What follows belongs to an exercise in optimizing a design on an open flow for small area, a short achievable clock period and few clock cycles per item; a production flow would make more cautious choices.
RTL that was checked went through simulation tests only; none was proved equivalent to the original.

==> inputs of exp/tundra <==
## bms_encoder
module bms_encoder (
    input  wire        clk,
    input  wire        rst,
    input  wire [7:0]  a_local,
    input  wire        req_valid,
    output wire        req_ready,
    input  wire [2:0]  req_kind,
    input  wire [31:0] req_x0,
    input  wire [31:0] req_x1,
    input  wire [31:0] req_x2,
    input  wire [31:0] req_x3,
    input  wire [31:0] req_x4,
    input  wire [7:0]  req_u0,
    input  wire [7:0]  req_u1,
    input  wire [55:0] req_bitmap,
    output reg         out_valid,
    input  wire        out_ready,
    output reg         out_err,
    output wire [7:0]  out_err_idx,
    output wire [31:0] out_id,
    output wire [63:0] out_data
);
    wire k_va  = !req_kind[2] && !req_kind[0];           
    wire k_st  = req_kind == 3'd1;                       
    wire k_vc  = req_kind == 3'd3;                       
    wire k_tp  = req_kind == 3'd4;                       
    wire k_ch  = k_vc || k_tp;                           
    wire k_bal = req_kind == 3'd5;                       
    wire        h = req_kind[2];
    wire [15:0] lo0, lo1, lo2;
    wire [9:0]  hi0, hi1;
    wire        go0, go1, go2, c0, c1, c2;
    bms_seg #(.W(42)) u_s0 (.x(req_x0), .h(h), .lo(lo0), .go(go0), .c16(c0), .hi(hi0));
    bms_seg #(.W(42)) u_s1 (.x(req_x1), .h(h), .lo(lo1), .go(go1), .c16(c1), .hi(hi1));
    wire [31:0] x2c = {{6{req_x2[25]}}, req_x2[25:0]};
    bms_seg #(.W(32)) u_s2 (.x(x2c), .h(!req_kind[0]), .lo(lo2), .go(go2), .c16(c2), .hi());
    wire [7:0] q2s, q3;
    bms_u8 u_q2s (.x(req_x2), .q(q2s));
    bms_u8 u_q3  (.x(req_x3), .q(q3));
  ...
clock: 12.0 ns
lec_check: 0
cap_margin: 20
core_margin: 2
core_utilization: 40
slew_margin: 20
standard.sh (not shown) runs the stock make flow with config.mk's settings and CLKGATE_MAP_FILE= SYNTH_SCRIPT=/design/flow/synth_recipe.tcl, a recipe that flattens the netlist after the stock synthesis.
==> flow/flow/run.sh <==
#!/bin/bash
# Standard layout, with plain buf_2 cells as the port buffers and timing
# repair aimed at a setup slack of 6.5 ns.
set -euo pipefail
export BUFFER_PORTS_ARGS="-buffer_cell sky130_fd_sc_hd__buf_2"
export SETUP_SLACK_MARGIN=6.5
bash standard.sh > standard.log 2>&1
==> inputs of exp/lagoon, as changes to exp/tundra <==
--- a/flow/design.v
+++ b/flow/design.v
@@ -18,38 +18,37 @@
 endmodule
 module bms_seg #(
     parameter integer W = 42
 ) (
     input  wire [31:0]   x,
     input  wire          h,
     output wire [15:0]   lo,
     output wire          go,
-    output wire          c16,
+    output wire          ca,
+    output wire          cb,
     output wire [W-33:0] hi
 );
     wire        neg = x[31];
     wire [41:0] xs  = {{10{neg}}, x};
     wire [41:0] t10 = xs << 10, t7 = xs << 7, t3 = xs << 3, t2 = xs << 2;
     wire [41:0] a  = {t10[41:32], h ? t7[31:0] : t10[31:0]};
     wire [41:0] c  = {t3[41:32],  h ? t2[31:0] : t3[31:0]};
     wire [41:0] nb = ~(xs << 5);               
-    wire [41:0] s1 = a ^ nb ^ c;
-    wire [41:0] k1 = {(a[40:0] & nb[40:0]) | (a[40:0] & c[40:0]) | (nb[40:0] & c[40:0]), 1'b0};
-    wire [15:0] d  = {16{neg}};
-    wire [15:0] s2 = s1[15:0] ^ k1[15:0] ^ d;
-    wire [16:0] k2 = {(s1[15:0] & k1[15:0]) | (s1[15:0] & d) | (k1[15:0] & d), 1'b1};
-    wire [16:0] low = {1'b0, s2} + {1'b0, k2[15:0]};
-    assign c16 = low[16];
-    wire [17:0] mid = {1'b0, s1[31:16], k2[16]} + {1'b0, k1[31:16], k2[16]};
-    assign lo = mid[16:1];
-    assign go = mid[17];
+    wire [41:0] s = a ^ nb ^ c;
+    wire [41:0] k = {(a[40:0] & nb[40:0]) | (a[40:0] & c[40:0]) | (nb[40:0] & c[40:0]), 1'b0};
+    wire [16:0] m = {1'b0, s[15:0]} + {1'b0, k[15:0]};
+    assign ca = m[16] || (!neg && ((s[15:0] ^ k[15:0]) == 16'hffff));
+    assign cb = neg;
+    wire [16:0] mid = {1'b0, s[31:16]} + {1'b0, k[31:16]};
+    assign lo = mid[15:0];
+    assign go = mid[16];
     generate
         if (W > 32) begin : g_hi
-            assign hi = s1[W-1:32] + k1[W-1:32];
+            assign hi = s[W-1:32] + k[W-1:32];
         end
     endgenerate
 endmodule
 module bms_encoder (
     input  wire        clk,
     input  wire        rst,
     input  wire [7:0]  a_local,
     input  wire        req_valid,
@@ -74,21 +73,22 @@
     wire k_st  = req_kind == 3'd1;                       
     wire k_vc  = req_kind == 3'd3;                       
     wire k_tp  = req_kind == 3'd4;                       
     wire k_ch  = k_vc || k_tp;                           
     wire k_bal = req_kind == 3'd5;                       
     wire        h = req_kind[2];
     wire [15:0] lo0, lo1, lo2;
     wire [9:0]  hi0, hi1;
-    wire        go0, go1, go2, c0, c1, c2;
-    bms_seg #(.W(42)) u_s0 (.x(req_x0), .h(h), .lo(lo0), .go(go0), .c16(c0), .hi(hi0));
-    bms_seg #(.W(42)) u_s1 (.x(req_x1), .h(h), .lo(lo1), .go(go1), .c16(c1), .hi(hi1));
+    wire        go0, go1, go2;
+    wire [1:0]  c0, c1, c2;
+    bms_seg #(.W(42)) u_s0 (.x(req_x0), .h(h), .lo(lo0), .go(go0), .ca(c0[0]), .cb(c0[1]), .hi(hi0));
+    bms_seg #(.W(42)) u_s1 (.x(req_x1), .h(h), .lo(lo1), .go(go1), .ca(c1[0]), .cb(c1[1]), .hi(hi1));
     wire [31:0] x2c = {{6{req_x2[25]}}, req_x2[25:0]};
-    bms_seg #(.W(32)) u_s2 (.x(x2c), .h(!req_kind[0]), .lo(lo2), .go(go2), .c16(c2), .hi());
+    bms_seg #(.W(32)) u_s2 (.x(x2c), .h(!req_kind[0]), .lo(lo2), .go(go2), .ca(c2[0]), .cb(c2[1]), .hi());
     wire [7:0] q2s, q3;
     bms_u8 u_q2s (.x(req_x2), .q(q2s));
     bms_u8 u_q3  (.x(req_x3), .q(q3));
     wire [7:0] q4 = req_x4[23:16] + {7'd0, req_x4[31] && (req_x4[15:0] != 16'd0)};
     wire ok0k, ok1k, ok2k, ok0h, ok1h, ok2h, ok2s, ok3s, ok4;
     bms_scale #(.XLO(-2147549),  .XHI(2147483))  u_ok0k (.x(req_x0), .ok(ok0k));
     bms_scale #(.XLO(-2147549),  .XHI(2147483))  u_ok1k (.x(req_x1), .ok(ok1k));
     bms_scale #(.XLO(-2147549),  .XHI(2147483))  u_ok2k (.x(req_x2), .ok(ok2k));
@@ -109,41 +109,41 @@
     wire f1 = use1 && !(h ? ok1h : ok1k);
     wire f2 = use2 && !(h ? ok2h : ok2k);
     wire s_err = !ok0k || !ok1k || !ok2s || !ok3s || !ok4;
     wire [2:0] s_idx = !ok0k ? 3'd0 : !ok1k ? 3'd1 : !ok2s ? 3'd2 : !ok3s ? 3'd3 : 3'd4;
     wire [7:0] c_idx = f0 ? req_u0 : f1 ? first1[7:0] : first2[7:0];
     wire       r_err = k_st ? s_err : k_ch ? (f0 || f1 || f2) : 1'b0;
     wire [7:0] r_idx = k_ch ? c_idx : {5'd0, s_idx};
     reg [63:0] r_data;
-    reg [3:0]  r_ci;
+    reg [7:0]  r_ci;
     always @(*) begin
         if (k_va) begin
             r_data = {lo0[15:10], hi0, lo0, lo1[15:10], hi1, lo1};
-            r_ci   = {1'b0, c0, 1'b0, c1};
+            r_ci   = {2'b00, c0, 2'b00, c1};
         end else if (k_st) begin
             r_data = {lo0, lo1, q2s, q3, q4, req_u0};
-            r_ci   = {c0, c1, 2'b00};
+            r_ci   = {c0, c1, 4'd0};
         end else if (k_ch) begin
             r_data = {req_u0, req_u1,
                       use0 ? lo0 : 16'd0,
                       use1 ? lo1 : 16'd0,
                       use2 ? lo2 : 16'd0};
-            r_ci   = {1'b0, use0 && c0, use1 && c1, use2 && c2};
+            r_ci   = {2'b00, use0 ? c0 : 2'b00, use1 ? c1 : 2'b00, use2 ? c2 : 2'b00};
         end else if (k_bal) begin
             r_data = {req_u0, req_bitmap};
-            r_ci   = 4'd0;
+            r_ci   = 8'd0;
         end else begin
             r_data = {req_u0, req_u1, 48'd0};
-            r_ci   = 4'd0;
+            r_ci   = 8'd0;
         end
     end
     reg [2:0]  out_kind;
     reg [63:0] out_reg;
-    reg [3:0]  out_ci;
+    reg [7:0]  out_ci;
     reg [1:0]  out_go;
     assign req_ready = !out_valid || out_ready;
     always @(posedge clk) begin
         if (rst) begin
             out_valid <= 1'b0;
         end else if (req_ready) begin
             out_valid <= req_valid;
         end
@@ -152,25 +152,25 @@
             out_kind <= req_kind;
             out_reg  <= {r_data[63:8], r_err ? r_idx : r_data[7:0]};
             out_ci   <= r_ci;
             out_go   <= {go0, go1};
         end
     end
     assign out_err_idx = out_reg[7:0];
     wire        o_va = !out_kind[2] && !out_kind[0];
-    wire [15:0] l2 = out_reg[47:32] + {15'd0, out_ci[2]};
-    wire [15:0] l0 = out_reg[15:0]  + {15'd0, out_ci[0]};
-    wire [1:0]  c32_0 = {1'b0, out_go[1]} + {1'b0, (out_reg[47:32] == 16'hffff) && out_ci[2]};
-    wire [1:0]  c32_1 = {1'b0, out_go[0]} + {1'b0, (out_reg[15:0] == 16'hffff) && out_ci[0]};
-    wire [15:0] m3 = out_reg[63:48] + {14'd0, o_va ? c32_0 : {1'b0, out_ci[3]}};
-    wire [15:0] m1 = out_reg[31:16] + {14'd0, o_va ? c32_1 : {1'b0, out_ci[1]}};
+    wire [16:0] l2 = {1'b0, out_reg[47:32]} + {15'd0, out_ci[5]} + {15'd0, out_ci[4]};
+    wire [16:0] l0 = {1'b0, out_reg[15:0]}  + {15'd0, out_ci[1]} + {15'd0, out_ci[0]};
+    wire [1:0]  c32_0 = {1'b0, out_go[1]} + {1'b0, l2[16]};
+    wire [1:0]  c32_1 = {1'b0, out_go[0]} + {1'b0, l0[16]};
+    wire [15:0] m3 = out_reg[63:48] + (o_va ? {14'd0, c32_0} : {15'd0, out_ci[7]} + {15'd0, out_ci[6]});
+    wire [15:0] m1 = out_reg[31:16] + (o_va ? {14'd0, c32_1} : {15'd0, out_ci[3]} + {15'd0, out_ci[2]});
     wire [15:0] l3 = o_va ? {{6{m3[9]}}, m3[9:0]} : m3;
     wire [15:0] l1 = o_va ? {{6{m1[9]}}, m1[9:0]} : m1;
-    assign out_data = {l3, l2, l1, l0};
+    assign out_data = {l3, l2[15:0], l1, l0[15:0]};
     reg [7:0] pt;
     always @(*) begin
         case (out_kind)
             3'd0: pt = 8'd38;
             3'd1: pt = 8'd45;
             3'd2: pt = 8'd40;
             3'd3: pt = 8'd41;
             3'd4: pt = 8'd43;
==> flow/flow/run.sh (replaced) <==
#!/bin/bash
# Standard layout, with plain buf_2 cells as the port buffers and timing
# repair aimed at a setup slack of 6.5 ns on the worst path only.
set -euo pipefail
export BUFFER_PORTS_ARGS="-buffer_cell sky130_fd_sc_hd__buf_2"
export SETUP_SLACK_MARGIN=6.5
export TNS_END_PERCENT=0
bash standard.sh > standard.log 2>&1
==> inputs of exp/onyx, as changes to exp/tundra <==
==> flow/design.v (replaced) <==
module bms_scale #(
    parameter integer XLO = -2147549,
    parameter integer XHI = 2147483
) (
    input  wire [31:0] x,
    output wire        ok
);
    assign ok = ($signed(x) >= XLO) && ($signed(x) <= XHI);
endmodule
module bms_u8 (
    input  wire [31:0] x,
    output wire [7:0]  q
);
    wire [7:0] a = x[15:8];
    wire [7:0] b = x[7:0];
    wire borrow = (a >= b) && (x[15:0] != 16'd0);
    assign q = x[31] ? 8'd0 : x[16] ? 8'hff : a - {7'd0, borrow};
endmodule
module bms_encoder (
    input  wire        clk,
    input  wire        rst,
    input  wire [7:0]  a_local,
    input  wire        req_valid,
    output wire        req_ready,
    input  wire [2:0]  req_kind,
    input  wire [31:0] req_x0,
    input  wire [31:0] req_x1,
    input  wire [31:0] req_x2,
    input  wire [31:0] req_x3,
    input  wire [31:0] req_x4,
    input  wire [7:0]  req_u0,
    input  wire [7:0]  req_u1,
    input  wire [55:0] req_bitmap,
    output reg         out_valid,
    input  wire        out_ready,
    output reg         out_err,
    output wire [7:0]  out_err_idx,
    output wire [31:0] out_id,
    output wire [63:0] out_data
);
    wire k_va  = !req_kind[2] && !req_kind[0];           
    wire k_st  = req_kind == 3'd1;                       
    wire k_vc  = req_kind == 3'd3;                       
    wire k_tp  = req_kind == 3'd4;                       
    wire k_ch  = k_vc || k_tp;                           
    wire k_bal = req_kind == 3'd5;                       
    wire h = req_kind[2];
    wire signed [41:0] x0s = $signed(req_x0);
    wire signed [41:0] x1s = $signed(req_x1);
    wire signed [41:0] b0 = {26'd0, {16{req_x0[31]}}};
    wire signed [41:0] b1 = {26'd0, {16{req_x1[31]}}};
    wire signed [41:0] p0 = (h ? x0s <<< 7 : x0s <<< 10) - (x0s <<< 5)
                          + (h ? x0s <<< 2 : x0s <<< 3) + b0;
    wire signed [41:0] p1 = (h ? x1s <<< 7 : x1s <<< 10) - (x1s <<< 5)
                          + (h ? x1s <<< 2 : x1s <<< 3) + b1;
    wire [25:0] q0 = p0[41:16];
    wire [25:0] q1 = p1[41:16];
    wire h2 = !req_kind[0];
    wire [31:0] x2 = {{6{req_x2[25]}}, req_x2[25:0]};
    wire [31:0] b2 = {16'd0, {16{x2[31]}}};
    wire [31:0] p2 = (h2 ? x2 << 7 : x2 << 10) - (x2 << 5)
                   + (h2 ? x2 << 2 : x2 << 3) + b2;
    wire [15:0] q2 = p2[31:16];
    wire [7:0] q2s, q3;
    bms_u8 u_q2s (.x(req_x2), .q(q2s));
    bms_u8 u_q3  (.x(req_x3), .q(q3));
    wire [7:0] q4 = req_x4[23:16] + {7'd0, req_x4[31] && (req_x4[15:0] != 16'd0)};
    wire ok0k, ok1k, ok2k, ok0h, ok1h, ok2h, ok2s, ok3s, ok4;
    bms_scale #(.XLO(-2147549),  .XHI(2147483))  u_ok0k (.x(req_x0), .ok(ok0k));
    bms_scale #(.XLO(-2147549),  .XHI(2147483))  u_ok1k (.x(req_x1), .ok(ok1k));
    bms_scale #(.XLO(-2147549),  .XHI(2147483))  u_ok2k (.x(req_x2), .ok(ok2k));
    bms_scale #(.XLO(-21475491), .XHI(21474836)) u_ok0h (.x(req_x0), .ok(ok0h));
    bms_scale #(.XLO(-21475491), .XHI(21474836)) u_ok1h (.x(req_x1), .ok(ok1h));
    bms_scale #(.XLO(-21475491), .XHI(21474836)) u_ok2h (.x(req_x2), .ok(ok2h));
    bms_scale #(.XLO(-257),      .XHI(65793))    u_ok2s (.x(req_x2), .ok(ok2s));
    bms_scale #(.XLO(-257),      .XHI(65793))    u_ok3s (.x(req_x3), .ok(ok3s));
    bms_scale #(.XLO(-8454143),  .XHI(8388607))  u_ok4  (.x(req_x4), .ok(ok4));
    wire [8:0] first = {1'b0, req_u0};
    wire [8:0] count = {1'b0, req_u1};
    wire use0 = first < count;
    wire use1 = (first + 9'd1) < count;
    wire use2 = (first + 9'd2) < count;
    wire f0 = use0 && !(h ? ok0h : ok0k);
    wire f1 = use1 && !(h ? ok1h : ok1k);
    wire f2 = use2 && !(h ? ok2h : ok2k);
    wire s_err = !ok0k || !ok1k || !ok2s || !ok3s || !ok4;
    wire [2:0] s_idx = !ok0k ? 3'd0 : !ok1k ? 3'd1 : !ok2s ? 3'd2 : !ok3s ? 3'd3 : 3'd4;
    wire [7:0] c_idx = req_u0 + (f0 ? 8'd0 : f1 ? 8'd1 : 8'd2);
    wire       r_err = k_st ? s_err : k_ch ? (f0 || f1 || f2) : 1'b0;
    wire [7:0] r_idx = k_ch ? c_idx : {5'd0, s_idx};
    wire [31:0] q0w = {{6{q0[25]}}, q0};
    wire [31:0] q1w = {{6{q1[25]}}, q1};
    reg [63:0] r_data;
    always @(*) begin
        if (k_va) begin
            r_data = {q0w, q1w};
        end else if (k_st) begin
            r_data = {q0[15:0], q1[15:0], q2s, q3, q4, req_u0};
        end else if (k_ch) begin
            r_data = {req_u0, req_u1,
                      use0 ? q0[15:0] : 16'd0,
                      use1 ? q1[15:0] : 16'd0,
                      use2 ? q2 : 16'd0};
        end else if (k_bal) begin
            r_data = {req_u0, req_bitmap};
        end else begin
            r_data = {req_u0, req_u1, 48'd0};
        end
    end
    reg [2:0]  out_kind;
    reg [63:0] out_reg;
    assign out_data    = out_reg;
    assign out_err_idx = out_reg[7:0];
    assign req_ready = !out_valid || out_ready;
    always @(posedge clk) begin
        if (rst) begin
            out_valid <= 1'b0;
        end else if (req_ready) begin
            out_valid <= req_valid;
        end
        if (req_ready) begin
            out_err     <= r_err;
            out_kind    <= req_kind;
            out_reg     <= {r_data[63:8], r_err ? r_idx : r_data[7:0]};
        end
    end
    reg [7:0] pt;
    always @(*) begin
        case (out_kind)
            3'd0: pt = 8'd38;
            3'd1: pt = 8'd45;
            3'd2: pt = 8'd40;
            3'd3: pt = 8'd41;
            3'd4: pt = 8'd43;
            3'd5: pt = 8'd42;
            default: pt = 8'd255;
        endcase
    end
    assign out_id = {16'h8000, pt, a_local};
endmodule
==> flow/flow/run.sh (replaced) <==
#!/bin/bash
# Standard layout, with plain buf_2 cells as the port buffers and timing
# repair aimed at a setup slack of 5 ns.
set -euo pipefail
export BUFFER_PORTS_ARGS="-buffer_cell sky130_fd_sc_hd__buf_2"
export SETUP_SLACK_MARGIN=5
bash standard.sh > standard.log 2>&1
==> notes <==
The lowest cell area belongs to exp/lagoon, the highest to exp/tundra. Non-clock buffer count, highest first: exp/tundra, exp/lagoon, exp/onyx. Of exp/tundra and exp/onyx, exp/tundra has the higher register-to-register slack (gap 20 ps). In exp/tundra the global-route usage is higher than in exp/onyx, by 0.95 points. Between exp/tundra and exp/lagoon, the lower critical path depth is in exp/lagoon (gap 4). Setup slack, highest first: exp/tundra, exp/lagoon, exp/onyx. Sequential cell count, lowest first: exp/onyx, exp/tundra, exp/lagoon.
Testbench counts of exp/onyx, summed over its fixed seeds: cycles 16,008, items 16,000.
The RTL of exp/tundra and exp/lagoon was laid out without a check of its function.

-- afterwards: timing with drivers on the ports --
Ports are ideal in the flow. The routed layouts listed here were re-timed in OpenROAD.
Step 1 (the two cells are an assumption about what drives the block):
set clk [get_ports {clk}]
set_driving_cell -lib_cell sky130_fd_sc_hd__clkbuf_16 $clk
set_driving_cell -lib_cell sky130_fd_sc_hd__buf_2 [delete_from_list [all_inputs] $clk]
Step 2, shift: input delay + t, output delay - t, t = (earliest + latest rising clock arrival at the registers) / 2. This alone moves slack from input paths to output paths.
a / b / c = ideal ports / drivers / drivers and shift; a / b = the first two.
run	shift t [ns]	setup WS [ns]	worst setup path after step 2	slew at the worst register clock pin (ns)
exp/tundra	0.387	5.998 / 5.777 / 5.391	input to register	0.07 / 0.07
exp/lagoon	0.403	5.956 / 5.908 / 5.613	input to register	0.07 / 0.07
exp/onyx	0.399	5.220 / 5.013 / 4.614	input to register	0.07 / 0.07
After both steps setup and hold are still met in every run listed. For exp/tundra, which loses most, drivers alone change the setup slack by -0.221 ns; drivers and shift together by -0.607 ns.
